This is an optimization exercise on Yosys and OpenROAD, whose aim is small area, not a production implementation. Only simulation tests tie the RTL to the original design; equivalence was not proved. No activity file was given, so power comes from the tool's default toggle rates.

[flow/run.sh]
#!/bin/bash
# synth_recipe.tcl (not shown) runs the flow's synth.tcl, then flattens the netlist and writes it again
# the make line also repeats each setting of config.mk as NAME=value (left out here)
make -C /OpenROAD-flow-scripts/flow DESIGN_CONFIG=/design/flow/config.mk WORK_HOME=/design/flow/orfs CLKGATE_MAP_FILE= SYNTH_SCRIPT=/design/flow/synth_recipe.tcl finish
[flow/config.mk]
export PLATFORM = sky130hd
export DESIGN_NAME = refresh_scheduler_core
export DESIGN_NICKNAME = refresh_scheduler_core
export VERILOG_FILES = /design/flow/design.v
export SDC_FILE = /design/flow/constraint.sdc
export NUM_CORES = 4
export LEC_CHECK = 0
export CAP_MARGIN = 20
export CORE_MARGIN = 2
export CORE_UTILIZATION = 40
export SLEW_MARGIN = 20
[flow/constraint.sdc]
create_clock -name core_clock -period 12.0 [get_ports {clk}]
set_input_delay 2.4000 -clock core_clock [delete_from_list [all_inputs] [get_ports {clk}]]
set_output_delay 2.4000 -clock core_clock [all_outputs]
set_load 0.01 [all_outputs]
[flow/design.v]
module seg_encoder (
    input  wire [3:0] digit,
    input  wire       dp,
    output reg  [7:0] pattern
);
    wire [3:0] d = digit % 4'd10;
    always @(*) begin
        case (d)
            4'd0: pattern[6:0] = 7'h3F;
            4'd1: pattern[6:0] = 7'h06;
            4'd2: pattern[6:0] = 7'h5B;
            4'd3: pattern[6:0] = 7'h4F;
            4'd4: pattern[6:0] = 7'h66;
            4'd5: pattern[6:0] = 7'h6D;
            4'd6: pattern[6:0] = 7'h7D;
            4'd7: pattern[6:0] = 7'h07;
            4'd8: pattern[6:0] = 7'h7F;
            default: pattern[6:0] = 7'h6F;
        endcase
        pattern[7] = dp;
    end
endmodule
module fixed_point_scaler #(
    parameter integer REF_SCALE  = 5000,
    parameter integer FULL_SCALE = 1024
) (
    input  wire [9:0]  raw,
    output wire [13:0] meas
);
    localparam integer ROUND_HALF = FULL_SCALE / 2;
    localparam integer PROD_W     = 40;
    wire [PROD_W-1:0] prod = raw * REF_SCALE * 10 + ROUND_HALF;
    wire [PROD_W-1:0] q    = prod / FULL_SCALE;
    assign meas = (q > 9999) ? 14'd9999 : q[13:0];
endmodule
module digit_patterns #(
    parameter integer D        = 4,
    parameter integer DP_POS   = 2,    
    parameter integer BLANK_LZ = 0
) (
    input  wire [13:0]    value,
    output wire [8*D-1:0] patterns
);
    wire [3:0] digits [0:D-1];
    genvar i;
    generate
        for (i = 0; i < D; i = i + 1) begin : g_split
            if (i < 5) begin : g_dig
                wire [16:0] pow10 = (i == 0) ? 17'd1 : (i == 1) ? 17'd10 :
                                    (i == 2) ? 17'd100 : (i == 3) ? 17'd1000 : 17'd10000;
                wire [16:0] quot  = {3'd0, value} / pow10;
                assign digits[i]  = quot % 17'd10;
            end else begin : g_zero
                assign digits[i] = 4'd0;
            end
        end
    endgenerate
    reg [3:0] msd;
    reg [3:0] keep;
    integer k;
    always @(*) begin
        msd = 4'd0;
        for (k = 0; k < D; k = k + 1)
            if (digits[k] != 4'd0)
                msd = k[3:0];
        keep = msd;
        if (DP_POS >= 0 && DP_POS > msd)
            keep = DP_POS[3:0];
    end
    generate
        for (i = 0; i < D; i = i + 1) begin : g_enc
            wire [7:0] pat;
            seg_encoder u_enc (
                .digit   (digits[i]),
                .dp      (i == DP_POS),
                .pattern (pat)
            );
            assign patterns[8*i +: 8] = (BLANK_LZ != 0 && i > keep) ? 8'h00 : pat;
        end
    endgenerate
endmodule
module refresh_scheduler #(
    parameter integer D           = 4,
    parameter integer ON_TICKS    = 3,
    parameter integer BLANK_TICKS = 1,
    parameter integer K           = 2
) (
    input  wire                    clk,
    input  wire                    rst,
    input  wire                    tick_i,
    input  wire                    disp_valid,    
    input  wire [7:0]              cur_pattern,   
    output wire [POS_W-1:0]        pos_o,
    output reg  [D-1:0]            dig_en,
    output reg  [7:0]              seg,
    output wire                    sched_set      
);
    localparam integer MAXLEN = (ON_TICKS > BLANK_TICKS) ? ON_TICKS : BLANK_TICKS;
    localparam integer POS_W  = (D > 1) ? $clog2(D) : 1;
    localparam integer DW_W   = (MAXLEN > 1) ? $clog2(MAXLEN) : 1;
    localparam integer CYC_W  = (K > 1) ? $clog2(K) : 1;
    reg             phase;    
    reg [POS_W-1:0] pos;
    reg [DW_W-1:0]  dwell;
    reg [CYC_W-1:0] cyc;
    wire [DW_W:0] len  = phase ? ON_TICKS : BLANK_TICKS;
    wire          last = ({1'b0, dwell} + 1'b1) == len;
    wire          step = disp_valid && tick_i;
    wire          wrap = (pos == D - 1);
    assign pos_o     = pos;
    assign sched_set = !rst && step && phase && last && wrap && (cyc == K - 1);
    always @(posedge clk) begin
        if (rst) begin
            phase  <= 1'b0;
            pos    <= {POS_W{1'b0}};
            dwell  <= {DW_W{1'b0}};
            cyc    <= {CYC_W{1'b0}};
            dig_en <= {D{1'b0}};
            seg    <= 8'h00;
        end else if (step) begin
            if (!last) begin
                dwell <= dwell + 1'b1;                       
            end else if (!phase) begin                       
                seg    <= cur_pattern;
                dig_en <= {{(D-1){1'b0}}, 1'b1} << pos;
                phase  <= 1'b1;
                dwell  <= {DW_W{1'b0}};
            end else begin                                   
                seg    <= 8'h00;
                dig_en <= {D{1'b0}};
                phase  <= 1'b0;
                dwell  <= {DW_W{1'b0}};
                pos    <= wrap ? {POS_W{1'b0}} : pos + 1'b1;
                if (wrap)                                    
                    cyc <= (cyc == K - 1) ? {CYC_W{1'b0}} : cyc + 1'b1;
            end
        end
    end
endmodule
module acq_sequencer #(
    parameter integer D           = 4,
    parameter integer N           = 8,
    parameter integer REF_SCALE   = 5000,
    parameter integer FULL_SCALE  = 1024,
    parameter integer DP_POS      = 2,
    parameter integer BLANK_LZ    = 0,
    parameter integer ADC_TIMEOUT = 16
) (
    input  wire                 clk,
    input  wire                 rst,
    input  wire                 adc_done_i,
    input  wire [9:0]           adc_data_i,
    input  wire                 sched_set,
    input  wire [POS_W-1:0]     rd_pos,         
    output wire [7:0]           rd_pattern,     
    output reg                  disp_valid,
    output wire                 adc_start_o,
    output wire [3:0]           status_o,
    output wire [13:0]          value_o
);
    localparam integer POS_W = (D > 1) ? $clog2(D) : 1;
    localparam integer IDX_W = (N > 1) ? $clog2(N) : 1;
    localparam integer SC_W  = $clog2(N + 1);
    localparam integer SUM_W = $clog2(N * 9999 + 1);
    localparam integer WC_W  = (ADC_TIMEOUT > 1) ? $clog2(ADC_TIMEOUT) : 1;
    localparam [2:0] S_IDLE    = 3'd0,
                     S_START   = 3'd1,
                     S_WAIT    = 3'd2,
                     S_SCALE   = 3'd3,
                     S_FILTER  = 3'd4,
                     S_BUILD   = 3'd5,
                     S_PUBLISH = 3'd6;
    reg [2:0]       astate;
    reg [WC_W-1:0]  wcnt;
    reg [9:0]       raw;
    reg [13:0]      meas;
    reg [13:0]      ring [0:N-1];
    reg [IDX_W-1:0] idx;
    reg [SUM_W-1:0] sum;
    reg [SC_W-1:0]  seed_cnt;
    reg [8*D-1:0]   bank0;
    reg [8*D-1:0]   bank1;
    reg             act;
    reg             acq_fault;
    reg             acq_pend;
    reg [13:0]      pub_val;
    wire seeding   = (seed_cnt < N);
    wire seeded    = (seed_cnt == N);
    wire seed_last = (seed_cnt + 1'b1 == N);
    wire go        = seeding || acq_pend;
    wire busy      = (astate != S_IDLE);
    wire tmo       = (ADC_TIMEOUT > 0) && (wcnt == ADC_TIMEOUT - 1);
    wire acq_clr   = (astate == S_IDLE) && go;
    wire [13:0] scaled;
    fixed_point_scaler #(.REF_SCALE(REF_SCALE), .FULL_SCALE(FULL_SCALE)) u_scale (
        .raw  (raw),
        .meas (scaled)
    );
    wire [SUM_W-1:0] avg_full = sum / N;
    wire [13:0]      average  = avg_full[13:0];
    wire [8*D-1:0] new_patterns;
    digit_patterns #(.D(D), .DP_POS(DP_POS), .BLANK_LZ(BLANK_LZ)) u_pat (
        .value    (average),
        .patterns (new_patterns)
    );
    wire [8*D-1:0] active_bank = act ? bank1 : bank0;
    assign rd_pattern  = active_bank[8*rd_pos +: 8];
    assign adc_start_o = (astate == S_START);
    assign status_o    = {acq_fault, busy, seeded, disp_valid};
    assign value_o     = pub_val;
    integer i;
    always @(posedge clk) begin
        if (rst) begin
            astate     <= S_IDLE;
            wcnt       <= {WC_W{1'b0}};
            raw        <= 10'd0;
            meas       <= 14'd0;
            for (i = 0; i < N; i = i + 1)
                ring[i] <= 14'd0;
            idx        <= {IDX_W{1'b0}};
            sum        <= {SUM_W{1'b0}};
            seed_cnt   <= {SC_W{1'b0}};
            bank0      <= {8*D{1'b0}};
            bank1      <= {8*D{1'b0}};
            act        <= 1'b0;
            disp_valid <= 1'b0;
            pub_val    <= 14'd0;
            acq_fault  <= 1'b0;
            acq_pend   <= 1'b0;
        end else begin
            acq_pend <= sched_set || (acq_pend && !acq_clr);
            case (astate)
                S_IDLE: begin                                 
                    if (go)
                        astate <= S_START;
                end
                S_START: begin                                
                    wcnt   <= {WC_W{1'b0}};
                    astate <= S_WAIT;
                end
                S_WAIT: begin
                    if (adc_done_i) begin                     
                        raw       <= adc_data_i;
                        acq_fault <= 1'b0;
                        astate    <= S_SCALE;
                    end else if (tmo) begin                   
                        acq_fault <= 1'b1;
                        wcnt      <= {WC_W{1'b0}};
                        astate    <= S_IDLE;
                    end else if (ADC_TIMEOUT > 0) begin       
                        wcnt <= wcnt + 1'b1;
                    end
                end
                S_SCALE: begin                                
                    meas   <= scaled;
                    astate <= S_FILTER;
                end
                S_FILTER: begin                               
                    sum       <= sum - ring[idx] + meas;
                    ring[idx] <= meas;
                    idx       <= (idx == N - 1) ? {IDX_W{1'b0}} : idx + 1'b1;
                    if (seeding)
                        seed_cnt <= seed_cnt + 1'b1;
                    astate <= (seeding && !seed_last) ? S_IDLE : S_BUILD;
                end
                S_BUILD: begin                                
                    if (act)
                        bank0 <= new_patterns;
                    else
                        bank1 <= new_patterns;
                    astate <= S_PUBLISH;
                end
                S_PUBLISH: begin                              
                    act        <= !act;
                    disp_valid <= 1'b1;
                    pub_val    <= average;
                    astate     <= S_IDLE;
                end
                default: astate <= S_IDLE;                    
            endcase
        end
    end
endmodule
module refresh_scheduler_core #(
    parameter integer D           = 4,
    parameter integer N           = 8,
    parameter integer ON_TICKS    = 3,
    parameter integer BLANK_TICKS = 1,
    parameter integer K           = 2,
    parameter integer REF_SCALE   = 5000,
    parameter integer FULL_SCALE  = 1024,
    parameter integer DP_POS      = 2,
    parameter integer BLANK_LZ    = 0,
    parameter integer ADC_CHANNEL = 0,
    parameter integer ADC_TIMEOUT = 16
) (
    input  wire         clk,
    input  wire         rst,
    input  wire         tick_i,
    input  wire         adc_done_i,
    input  wire [9:0]   adc_data_i,
    output wire [D-1:0] dig_en_o,
    output wire [7:0]   seg_o,
    output wire         adc_start_o,
    output wire [2:0]   adc_chan_o,
    output wire [3:0]   status_o,
    output wire [13:0]  value_o
);
    localparam integer POS_W = (D > 1) ? $clog2(D) : 1;
    wire             disp_valid;
    wire [7:0]       cur_pattern;
    wire [POS_W-1:0] pos;
    wire             sched_set;
    refresh_scheduler #(
        .D(D), .ON_TICKS(ON_TICKS), .BLANK_TICKS(BLANK_TICKS), .K(K)
    ) u_sched (
        .clk         (clk),
        .rst         (rst),
        .tick_i      (tick_i),
        .disp_valid  (disp_valid),
        .cur_pattern (cur_pattern),
        .pos_o       (pos),
        .dig_en      (dig_en_o),
        .seg         (seg_o),
        .sched_set   (sched_set)
    );
    acq_sequencer #(
        .D(D), .N(N), .REF_SCALE(REF_SCALE), .FULL_SCALE(FULL_SCALE),
        .DP_POS(DP_POS), .BLANK_LZ(BLANK_LZ), .ADC_TIMEOUT(ADC_TIMEOUT)
    ) u_acq (
        .clk         (clk),
        .rst         (rst),
        .adc_done_i  (adc_done_i),
        .adc_data_i  (adc_data_i),
        .sched_set   (sched_set),
        .rd_pos      (pos),
        .rd_pattern  (cur_pattern),
        .disp_valid  (disp_valid),
        .adc_start_o (adc_start_o),
        .status_o    (status_o),
        .value_o     (value_o)
    );
    assign adc_chan_o = ADC_CHANNEL[2:0];
endmodule
==> reports/metrics.csv <==
stage,metric,value,unit
synth,ys_async_sr_fraction,0,%
sta,hold_viol_final,0,
cts,cts.sinks,264,
place,globalplace.congestion,0.891,
place,place_area,24800,sq um
cts,cts_buffers,29,
final_layout,layoutNonFillerInstCount,3585,
route,via_per_inst,6.07,
floorplan,ioPinCount,48,
synth,yosysWarnings,4,
grt,grt_max_degree,87,
worst_setup_path,start_kind,flop,
final_layout,final_cell_area,25900,sq um
worst_setup_path,critPathMostFrequentCell,ha_1,
final_layout,finish.net_count,2998,
place,dp_slack,230,ps
floorplan,core_area,58700,sq um
synth,synth_edf_count,112,
worst_setup_path,crit_path_end_kind,flop,
final_layout,area.growth.synth_to_final,9.76,%
cts,cts_tree,built,
route,final_antenna_net_count,0,
synth,syn_area,23600,sq um
final_layout,final_cell_mix,"nor2_1, nand2_1, a21oi_1",
synth,synthAdderAreaFrac,11.7,%
status,status,no timing/DRC/antenna violations,
sta,setup_slack,614,ps
synth,yosysSeqAreaShare,27.1,%
synth,synth_top_family_by_area,compound AO/OA/AOI/OAI gates,
synth,synth_ff_type,dfxtp_1,
flow_run,cap_violations,0,
sta,fmax,0.0878,GHz
final_layout,final_common_cell,nor2_1,
floorplan,initial_core_util,40.3,%
worst_setup_path,crit_type,flop to flop,
cts,cts_buffer_depth,3,
place,dp.cells,3525,
worst_setup_path,r2r_slack,610,ps
worst_setup_path,rr_endpoint,u_acq.bank1[20],
hold_path,hold_start,u_acq.pub_val[5],
synth,muxShareOfSynthArea,6.95,%
sta,finalSetupViolations,0,
hold_path,min_path_type,flop to flop,
grt,grt_use_total,22.0,%
floorplan,die_h,247,microns
synth,synth-simple-area-share,19.9,%
grt,grt_overflow,0,
cts,h-tree-depth,1,
worst_setup_path,cpMaxStageDelayCell,a2111oi_1,
worst_setup_path,worstPathRequired,12400,ps
worst_setup_path,r2r_cells,45,
grt,antenna_found_initial,0,
final_layout,drive_above_1_share,11.0,%
worst_setup_path,r2r_start,u_acq.sum[14],
sta,max_slew_margin,25.7,%
pwr,power,6.62,mW
floorplan,die_area,61000,sq um
synth,synth-compound-area-share,24.1,%
sta,slew_violations,0,
pwr,peakVddDrop,0.422,mV
route,drt_wl_total,68300,microns
pwr,leakagePower,10.1,nW
sta,post-route-period-util,94.9,%
place,dpl.hpwl,49100,microns
cts,clk_latency,560,ps
synth,syn_inst,2816,
sta,final.setup.tns,0,ps
route,first_iter_violations,1910,
hold_path,hold_depth,2,
sta,tightest_slew,1110,ps
route,via_count,21752,
route,drc,0,
pwr,power_density,255,nW/um^2
cts,hold_buffers,0,
synth,avgSynthCellArea,8.39,sq um
sta,layout_min_cycle_time,11390,ps
cts,cts.clk_slew.worst_paths,60,ps
worst_setup_path,max_stage_delay,500,ps
worst_setup_path,cp.arrival,11780,ps
floorplan,die_w,247,microns
synth,synth_cell_types,127,
sta,skew,10.1,ps
place,io_buffers,44,
route,wl_per_cell,19.1,microns
final_layout,antennaDiodeCount,0,
hold_path,hold-path-endpoint,u_acq.pub_val[5],
synth,synth_xor_area_share,4.07,%
worst_setup_path,crit_fanout,13,
cts,cts_root_buf,clkbuf_16,
route,first_pass_iters,7,
synth,ys_ff_latch,264,
floorplan,rows,89,
grt,grt_pass1_wl,110000,microns
grt,grt_pass1_vias,20957,
[cells in the mapped netlist, types with 25 or more instances]
master | count | area, sq um
a21o_1 | 30 | 225
o211ai_1 | 27 | 203
xor2_1 | 27 | 236
o21a_1 | 34 | 255
nand3_1 | 65 | 325
nor2_1 | 255 | 957
and3_1 | 28 | 175
edfxtp_1 | 112 | 3360
inv_1 | 152 | 571
dfxtp_1 | 152 | 3040
nand2_1 | 239 | 897
mux2i_1 | 37 | 370
ha_1 | 163 | 2040
clkbuf_1 | 123 | 462
a22oi_1 | 25 | 188
mux4_2 | 42 | 946
fa_1 | 31 | 621
o21ai_0 | 136 | 681
nor3_1 | 136 | 681
a21oi_1 | 199 | 996
a31oi_1 | 31 | 194
xnor2_1 | 81 | 709
a211oi_1 | 58 | 435
or3_1 | 29 | 181
nor4_1 | 71 | 444
[final cells by class]
class / instances / area (sq um)
flip-flops and latches: 264 / 6410
multi-input cells: 2200 / 15900
clock buffers: 38 / 790
clock inverters: 15 / 165
inverters: 176 / 661
fillers: 5701 / 32700
repair buffers: 119 / 1000
well taps: 773 / 967
[cell families after synthesis]
group	after synthesis
DFF	264
muxes	107
other	1
buffers and inverters	354
xor gates and xnor gates	109
and+or+nand+nor	963
adders and majority gates	204
AOI/OAI and AO/OA	814
[per-stage QoR]
step	hold slack, ps	utilization, %
after detailed placement	450	42.3
final	454	44.2
after floorplan	432	-
after global routing	475	44.2
after global placement	441	42.3
after CTS	458	43.9
[worst max-delay path, delay by kind of cell (launching register included)]
family / cells / cell delay [ps]
buffers and inverters: 6 / 980
DFF: 1 / 330
muxes: 2 / 450
xor gates and xnor gates: 2 / 430
AOI/OAI and AO/OA: 21 / 5540
and+or+nand+nor: 10 / 2430
adders and majority gates: 4 / 1020
[per-layer routing]
metal / vias to the layer above / routed length [microns] / global-route usage, % / part of all wire [%]
li1: 10430 / - / - / -
met1: 10597 / 29900 / 28.7 / 44
met2: 623 / 33300 / 38.7 / 49
met3: 102 / 3470 / 2.20 / 5.1
met4: 0 / 1580 / 6.18 / 2.3
met5: - / 0 / 0 / 0
[sequential cells by signal, summed over array words and instances (netlist names), 8 cells and up, named ones only]
signal         cells
u_acq.ring       112
u_acq.pub_val     14
u_acq.bank0       29
u_acq.sum         17
u_acq.raw         10
u_sched.seg        8
u_acq.bank1       29
u_acq.meas        14
[where the power goes]
| group | internal [mW] | switching [mW] |
|---|---|---|
| logic | 1.86 | 2.88 |
| registers | 0.960 | 0.0216 |
| clock network | 0.528 | 0.374 |
| total | 3.35 | 3.27 |
[how the worst max path moves through the flow]
stage                              from               to  slack (ps)  depth (start not counted)
after global routing      u_acq.sum[14]  u_acq.bank1[20]         -30                         45
after floorplan           u_acq.sum[14]  u_acq.bank1[20]        1740                         49
after detailed placement  u_acq.sum[15]  u_acq.bank1[20]         230                         43
after global placement    u_acq.sum[15]  u_acq.bank1[20]         520                         43
final                     u_acq.sum[14]  u_acq.bank1[20]         610                         45
after CTS                 u_acq.sum[14]  u_acq.bank1[20]         200                         44
[timing repair]
action | 4_1_cts | 5_1_grt
setup buffers | 0 | 7
setup endpoints to repair | 0 | 42
gates resized for setup | 0 | 20
hold endpoints to repair | 0 | 0

separate check: timing with driven ports:
Ports are ideal in the flow. The routed layout listed here was re-timed in OpenROAD. Step 1 sets driving cells, clkbuf_16 on the clock port and buf_2 on the other inputs (assumed; they add their load-dependent delay and slew). Step 2 also shifts input and output timing later by t, the mid clock arrival at the registers, as if the neighbouring blocks saw the same clock. Slacks: ideal ports / drivers / drivers and shift; pairs: ideal ports / drivers.
t (ns): 0.613
setup slack, ns: 0.614 / 0.614 / 0.614
slew at the worst register clock pin (ns): 0.07 / 0.07
worst slew at a driven data input, ns: 0.04
After both steps this run still meets setup and hold. The setup slack of this run moves by 0.000 ns with the drivers and by 0.000 ns with both steps.
